What follows belongs to an exercise in optimizing a design on an open flow for a short achievable clock period and few clock cycles; a production flow would make more cautious choices.
RTL that was checked went through simulation tests only; none was proved equivalent to the original.
Power is estimated from default activity; no workload was simulated.

==> flow/design.v (excerpt) <==
module cs213_frame_dp (
    input              clk,
    input              rst,
    input              start,
    output             start_ready,
    input      [15:0]  cfg_key,
    input              cfg_enc,
    input              cfg_comp,
    input              cfg_cks,
    input      [15:0]  cfg_sum,
    input      [15:0]  cfg_stored,
    input      [19:0]  cfg_orig,
    input      [127:0] cfg_dict,
    input              in_valid,
    input      [7:0]   in_data,
    output             in_ready,
    output             out_valid,
    output     [7:0]   out_data,
    input              out_ready,
    output             done,
    output     [2:0]   err,
    output     [15:0]  checksum,
    output     [19:0]  out_count
);
Size: roughly 1600 cells after synthesis, ~680 flip-flops, about 260 I/O pins, roughly 0.025 mm2 of cells after synthesis.
==> flow/config.mk <==
export PLATFORM = sky130hd
export DESIGN_NAME = cs213_frame_dp
export DESIGN_NICKNAME = cs213_frame_dp
export VERILOG_FILES = /design/flow/design.v
export SDC_FILE = /design/flow/constraint.sdc
export NUM_CORES = 4
export LEC_CHECK = 0
export ABC_CLOCK_PERIOD_IN_PS = 1800
export CAP_MARGIN = 20
export CORE_MARGIN = 2
export CORE_UTILIZATION = 70
export SETUP_SLACK_MARGIN = 3.2
export SLEW_MARGIN = 20
==> flow/constraint.sdc <==
create_clock -name core_clock -period 5.0 [get_ports {clk}]
set_input_delay 1.0000 -clock core_clock [delete_from_list [all_inputs] [get_ports {clk}]]
set_output_delay 1.0000 -clock core_clock [all_outputs]
set_load 0.01 [all_outputs]
run.sh (not shown) runs the stock make flow with config.mk's settings and CLKGATE_MAP_FILE= SYNTH_SCRIPT=/design/flow/synth_recipe.tcl, a recipe that flattens the netlist after the stock synthesis.
Testbench counts at the start, summed over its fixed seeds: cycles 37,093.
Rerun with:
CORE_UTILIZATION = 40   (was 70)
=>
- worst hold slack degrades by 3.7 ps
- die area climbs by about 70%
- power rose by about 0.43%
- sequential power hardly moves
Rerun with:
PLACE_DENSITY = 0.75   (was default)
Hold slack gets better by 5.1 ps.
Clock skew hardly moves.
Cell area stays flat.
Register-to-register slack is worse by 70 ps.
Worst setup slack gains 22 ps.
Rerun with:
CORE_UTILIZATION = 55   (was 40)
PLACE_DENSITY = default   (was 0.75)
Outcome: Via count fell by about 3.2%. Wire length drops by about 7%. Final cell count drops by about 7%. Clock-buffer cell count came out higher by 10. Clock power drops by about 4%. Total power falls by about 2.2%. Sequential power barely changes.


Setup of branch juniper:
The RTL this note starts from:
==> flow/design.v <==
module cs213_frame_dp (
    input              clk,
    input              rst,
    input              start,
    output             start_ready,
    input      [15:0]  cfg_key,
    input              cfg_enc,
    input              cfg_comp,
    input              cfg_cks,
    input      [15:0]  cfg_sum,
    input      [15:0]  cfg_stored,
    input      [19:0]  cfg_orig,
    input      [127:0] cfg_dict,
    input              in_valid,
    input      [7:0]   in_data,
    output             in_ready,
    output             out_valid,
    output     [7:0]   out_data,
    input              out_ready,
    output             done,
    output     [2:0]   err,
    output     [15:0]  checksum,
    output     [19:0]  out_count
);
    localparam [2:0] E_OK        = 3'd0,
                     E_INTEGRITY = 3'd2,
                     E_SIZE      = 3'd3,
                     E_TRUNC     = 3'd6;
    localparam [7:0] SENTINEL = 8'h07;
    localparam FAW  = 4;                 
    localparam FD   = 1 << FAW;          
    localparam ROOM = FD - 6;            
    localparam RAW  = 1;                 
    localparam RD   = 1 << RAW;          
    function [15:0] lfsr_step;
        input [15:0] s;
        begin
            lfsr_step = {s[0] ^ s[6] ^ s[9] ^ s[13], s[15:1]};
        end
    endfunction
    integer i;
    reg          start_ready_r;
    reg          a_act;        
    reg [15:0]   a_rem;        
    reg          in_ready_r;
    reg          a_comp, a_cks;
    reg [15:0]   a_sum;
    reg [19:0]   a_orig;
    reg [7:0]    a_dict [0:15];
    reg [15:0]   ks;           
    reg          phase;        
    reg [7:0]    pad;          
    reg          f0, f1, f2, f3;
    reg          f_sumbad, f_trunc, f_sizebad;
    reg          b_v;
    reg          b_last;
    reg [7:0]    b_d;
    reg          d_v;
    reg          d_last;
    reg [7:0]    d_db;
    reg          d_is07, d_is00, d_hinz, d_hi1;
    reg [7:0]    d_dict;
    reg          t_v;
    reg          t_last;
    reg          t_eof;
    reg          t_one;        
    reg [7:0]    t_byte;
    reg [3:0]    t_cnt;
    reg          esc;          
    reg [7:0]    cs_lo, cs_hi;
    reg          cs_c;
    reg [7:0]    oc_lo;
    reg [11:0]   oc_hi;
    reg          oc_c;
    reg [13:0]   tf_mem [0:FD-1];    
    reg [FAW-1:0] tf_wp, tf_rp;
    reg [FAW:0]  tf_cnt;
    reg          tf_empty;
    reg          room;               
    reg [38:0]   rf_mem [0:RD-1];    
    reg [RAW-1:0] rf_wp, rf_rp;
    reg [RAW:0]  rf_cnt;
    reg          rf_full;
    wire accept   = start && start_ready_r;
    wire fin_go   = f3 && !rf_full;
    wire in_fire  = in_valid && in_ready_r;
    wire [15:0] cfg_ks = cfg_enc ? lfsr_step(cfg_key) : 16'd0;
    wire [15:0] ks_next = lfsr_step(ks);
    wire [7:0] db = b_d ^ pad;
    reg        tok_w;
    reg        tok_one;
    reg [7:0]  tok_byte;
    reg [3:0]  tok_cnt;
    reg        esc_next;
    always @(*) begin
        tok_w    = 1'b0;
        tok_one  = 1'b1;
        tok_byte = d_db;
        tok_cnt  = 4'd1;
        esc_next = 1'b0;
        if (!a_comp) begin
            tok_w = 1'b1;
        end else if (!esc) begin
            if (d_is07)
                esc_next = 1'b1;
            else
                tok_w = 1'b1;
        end else begin
            if (d_is00) begin
                tok_w    = 1'b1;
                tok_byte = SENTINEL;
            end else if (d_hinz) begin
                tok_w    = 1'b1;
                tok_one  = d_hi1;
                tok_byte = d_dict;
                tok_cnt  = d_db[7:4];
            end
        end
    end
    reg          cur_v;
    reg          cur_eof;
    reg          cur_last;     
    reg [3:0]    cur_cnt;
    reg [7:0]    cur_byte;
    reg          s_v;
    reg          s_eof;
    reg [7:0]    s_d;
    reg          o_v;
    reg          o_done;
    reg [7:0]    o_d;
    reg [38:0]   o_res;
    wire prod_fire = cur_v && !s_v;
    wire cur_free  = !cur_v || (!s_v && cur_last);
    wire tf_re     = cur_free && !tf_empty;
    wire [13:0] tf_head = tf_mem[tf_rp];
    wire o_busy    = (o_v && !out_ready) || (o_done && (s_v ? s_eof : cur_eof));
    wire o_load_s  = !o_busy && s_v;
    wire o_load_c  = !o_busy && !s_v && cur_v;
    always @(posedge clk) begin
        if (rst) begin
            start_ready_r <= 1'b1;
            a_act      <= 1'b0;
            in_ready_r <= 1'b0;
            f0         <= 1'b0;
            f1         <= 1'b0;
            f2         <= 1'b0;
            f3         <= 1'b0;
            b_v        <= 1'b0;
            d_v        <= 1'b0;
            t_v        <= 1'b0;
            d_last     <= 1'b0;
            t_last     <= 1'b0;
            tf_wp      <= 0;
            tf_rp      <= 0;
            tf_cnt     <= 0;
            tf_empty   <= 1'b1;
            room       <= 1'b1;
            rf_wp      <= 0;
            rf_rp      <= 0;
            rf_cnt     <= 0;
            rf_full    <= 1'b0;
            cur_v      <= 1'b0;
            s_v        <= 1'b0;
            o_v        <= 1'b0;
            o_done     <= 1'b0;
        end else begin
            if (accept) begin
                start_ready_r <= 1'b0;
                a_act         <= 1'b1;
            end else if (fin_go) begin
                start_ready_r <= 1'b1;
                a_act         <= 1'b0;
            end
            b_v    <= in_fire;
            d_v    <= b_v;
            t_v    <= (d_v && tok_w) || (f2 && !f3 && room);
            d_last <= b_v && b_last;
            t_last <= d_v && d_last;
            f0 <= accept && (cfg_stored == 16'd0);
            f1 <= t_last || f0;
            if (f1)
                f2 <= 1'b1;
            if (f2 && room)
                f3 <= 1'b1;
            if (fin_go) begin
                f2 <= 1'b0;
                f3 <= 1'b0;
            end
            if (accept)
                in_ready_r <= (cfg_stored != 16'd0) && room;
            else if (in_fire)
                in_ready_r <= (a_rem != 16'd1) && room;
            else
                in_ready_r <= a_act && (a_rem != 16'd0) && room;
            if (t_v)
                tf_wp <= tf_wp + 1'b1;
            if (tf_re)
                tf_rp <= tf_rp + 1'b1;
            if (t_v && !tf_re) begin
                tf_cnt   <= tf_cnt + 1'b1;
                tf_empty <= 1'b0;
                room     <= (tf_cnt <= ROOM - 1);
            end else if (!t_v && tf_re) begin
                tf_cnt   <= tf_cnt - 1'b1;
                tf_empty <= (tf_cnt == 1);
                room     <= (tf_cnt <= ROOM + 1);
            end
            if (fin_go)
                rf_wp <= rf_wp + 1'b1;
            if (o_done)
                rf_rp <= rf_rp + 1'b1;
            if (fin_go && !o_done) begin
                rf_cnt  <= rf_cnt + 1'b1;
                rf_full <= (rf_cnt == RD - 1);
            end else if (!fin_go && o_done) begin
                rf_cnt  <= rf_cnt - 1'b1;
                rf_full <= 1'b0;
            end
            if (cur_free)
                cur_v <= !tf_empty;
            if (!o_busy)
                s_v <= 1'b0;
            else if (prod_fire)
                s_v <= 1'b1;
            if (!o_busy) begin
                o_v    <= s_v ? !s_eof : (cur_v && !cur_eof);
                o_done <= s_v ? s_eof : (cur_v && cur_eof);
            end else begin
                o_done <= 1'b0;
            end
        end
        if (start_ready_r) begin
            a_rem  <= cfg_stored;
            a_comp <= cfg_comp;
            a_cks  <= cfg_cks;
            a_sum  <= cfg_sum;
            a_orig <= cfg_orig;
            for (i = 0; i < 16; i = i + 1)
                a_dict[i] <= cfg_dict[8*i +: 8];
            ks     <= cfg_ks;
            pad    <= cfg_ks[7:0];
            phase  <= 1'b0;
            esc    <= 1'b0;
            cs_lo  <= 8'd0;
            cs_hi  <= 8'd0;
            cs_c   <= 1'b0;
            oc_lo  <= 8'd0;
            oc_hi  <= 12'd0;
            oc_c   <= 1'b0;
        end else begin
            if (in_fire)
                a_rem <= a_rem - 16'd1;
            if (b_v) begin
                phase <= !phase;
                if (phase) begin
                    ks  <= ks_next;
                    pad <= ks_next[7:0];
                end else begin
                    pad <= ks[15:8];
                end
                {cs_c, cs_lo} <= {1'b0, cs_lo} + {1'b0, b_d};
            end else begin
                cs_c <= 1'b0;
            end
            cs_hi <= cs_hi + {7'd0, cs_c};
            if (d_v)
                esc <= esc_next;
            if (t_v && !t_eof)
                {oc_c, oc_lo} <= {1'b0, oc_lo} + {5'd0, t_cnt};
            else
                oc_c <= 1'b0;
            oc_hi <= oc_hi + {11'd0, oc_c};
        end
        b_d    <= in_data;
        b_last <= (a_rem == 16'd1);
        d_db   <= db;
        d_is07 <= (db == SENTINEL);
        d_is00 <= (db == 8'h00);
        d_hinz <= (db[7:4] != 4'd0);
        d_hi1  <= (db[7:4] == 4'd1);
        d_dict <= a_dict[db[3:0]];
        t_eof  <= !d_v;
        t_one  <= !d_v || tok_one;
        t_byte <= tok_byte;
        t_cnt  <= d_v ? tok_cnt : 4'd0;
        f_sumbad  <= a_cks && ({cs_hi, cs_lo} != a_sum);
        f_trunc   <= a_comp && esc;
        f_sizebad <= ({oc_hi, oc_lo} != a_orig);
        if (t_v)
            tf_mem[tf_wp] <= {t_eof, t_one, t_cnt, t_byte};
        if (fin_go)
            rf_mem[rf_wp] <= {f_sumbad ? E_INTEGRITY : f_trunc ? E_TRUNC :
                              f_sizebad ? E_SIZE : E_OK,
                              cs_hi, cs_lo, oc_hi, oc_lo};
        if (cur_free) begin
            {cur_eof, cur_last, cur_cnt, cur_byte} <= tf_head;
        end else if (prod_fire) begin
            cur_cnt  <= cur_cnt - 4'd1;
            cur_last <= (cur_cnt == 4'd2);
        end
        if (o_busy && prod_fire) begin
            s_eof <= cur_eof;
            s_d   <= cur_byte;
        end
        if (o_load_s)
            o_d <= s_d;
        else if (o_load_c)
            o_d <= cur_byte;
        o_res <= rf_mem[rf_rp];
    end
    assign start_ready = start_ready_r;
    assign in_ready    = in_ready_r;
    assign out_valid   = o_v;
    assign out_data    = o_d;
    assign done        = o_done;
    assign err         = o_res[38:36];
    assign checksum    = o_res[35:20];
    assign out_count   = o_res[19:0];
endmodule
clock: 5.0 ns
lec_check: 0
abc_clock_period_in_ps: 2000
cap_margin: 20
core_margin: 2
core_utilization: 60
cts_cluster_diameter: 150
cts_cluster_size: 30
setup_slack_margin: 3.0
slew_margin: 20
branch juniper completed every stage of the flow, and the final layout passed the timing, DRC and antenna checks.
What branch cedar does differently from branch juniper at the input level:
Settings: CTS_CLUSTER_SIZE no longer set, was 30; CORE_UTILIZATION now 40, was 60; CTS_CLUSTER_DIAMETER no longer set, was 150.
## What came out
As far as async set-or-reset flop fraction in the synthesized netlist goes, branch juniper and branch cedar are indistinguishable; the numbers are identical.
branch juniper vs branch cedar, top routing layer in use: met5 vs met4
For branch cedar, the critical path endpoint was out_data[5], unlike branch juniper, where it was out_data[7].
Going from branch juniper to branch cedar, post-layout instance count excluding filler cells increased by about 14% relative to the old numbers, final clock period utilization by the worst path went down 0.48 points, die outline area rose 49%, iteration count of the initial detailed-routing pass held.
[compare] base=branch juniper new=branch cedar: time the final worst path needs with I/O delays and setup now smaller; relative contribution of combinational cells to total power now smaller.
The lower cell area of branch cedar and branch juniper is in branch juniper.
Function was not checked in any run of this note: the RTL went through the layout flow alone.

[static timing again, ports no longer ideal]
The results above use ideal ports. As a check the final layouts listed here were re-extracted and re-timed, cells and wires unchanged. Step 1 sets driving cells, clkbuf_16 on the clock port and buf_2 on the other inputs (assumed; they add their load-dependent delay and slew). Step 2 adds t to the input delays and takes it off the output delays; t is the mean of the earliest and latest rising clock arrival at the registers after step 1. Input paths then give back, and output paths get back, about the clock's delay inside the block. a / b / c = ideal / step 1 / step 2; a / b = the first two.
| run | shift t [ns] | setup WS [ns] | worst hold slack (ns) | latest minus earliest clock arrival (ns) | worst data-port slew with drivers (ns) |
|---|---|---|---|---|---|
| the first run of note 1 | 0.637 | 2.962 / 2.908 / 2.397 | 0.337 / 0.337 / 0.337 | 0.025 / 0.025 | 0.12 |
| the second run of note 1 | 0.655 | 2.908 / 2.850 / 2.551 | 0.334 / 0.334 / 0.334 | 0.032 / 0.032 | 0.11 |
| the third run of note 1 | 0.651 | 2.929 / 2.869 / 2.505 | 0.339 / 0.339 / 0.339 | 0.038 / 0.039 | 0.10 |
| the fourth run of note 1 | 0.639 | 2.958 / 2.900 / 2.557 | 0.329 / 0.329 / 0.329 | 0.021 / 0.021 | 0.09 |
| branch juniper | 0.649 | 2.836 / 2.778 / 2.495 | 0.433 / 0.433 / 0.433 | 0.029 / 0.028 | 0.09 |
| branch cedar | 0.661 | 2.860 / 2.798 / 2.444 | 0.442 / 0.442 / 0.442 | 0.027 / 0.027 | 0.09 |
After both steps every run listed still meets setup and hold. For the first run of note 1, which loses most, drivers alone change the setup slack by -0.054 ns; drivers and shift together by -0.565 ns.
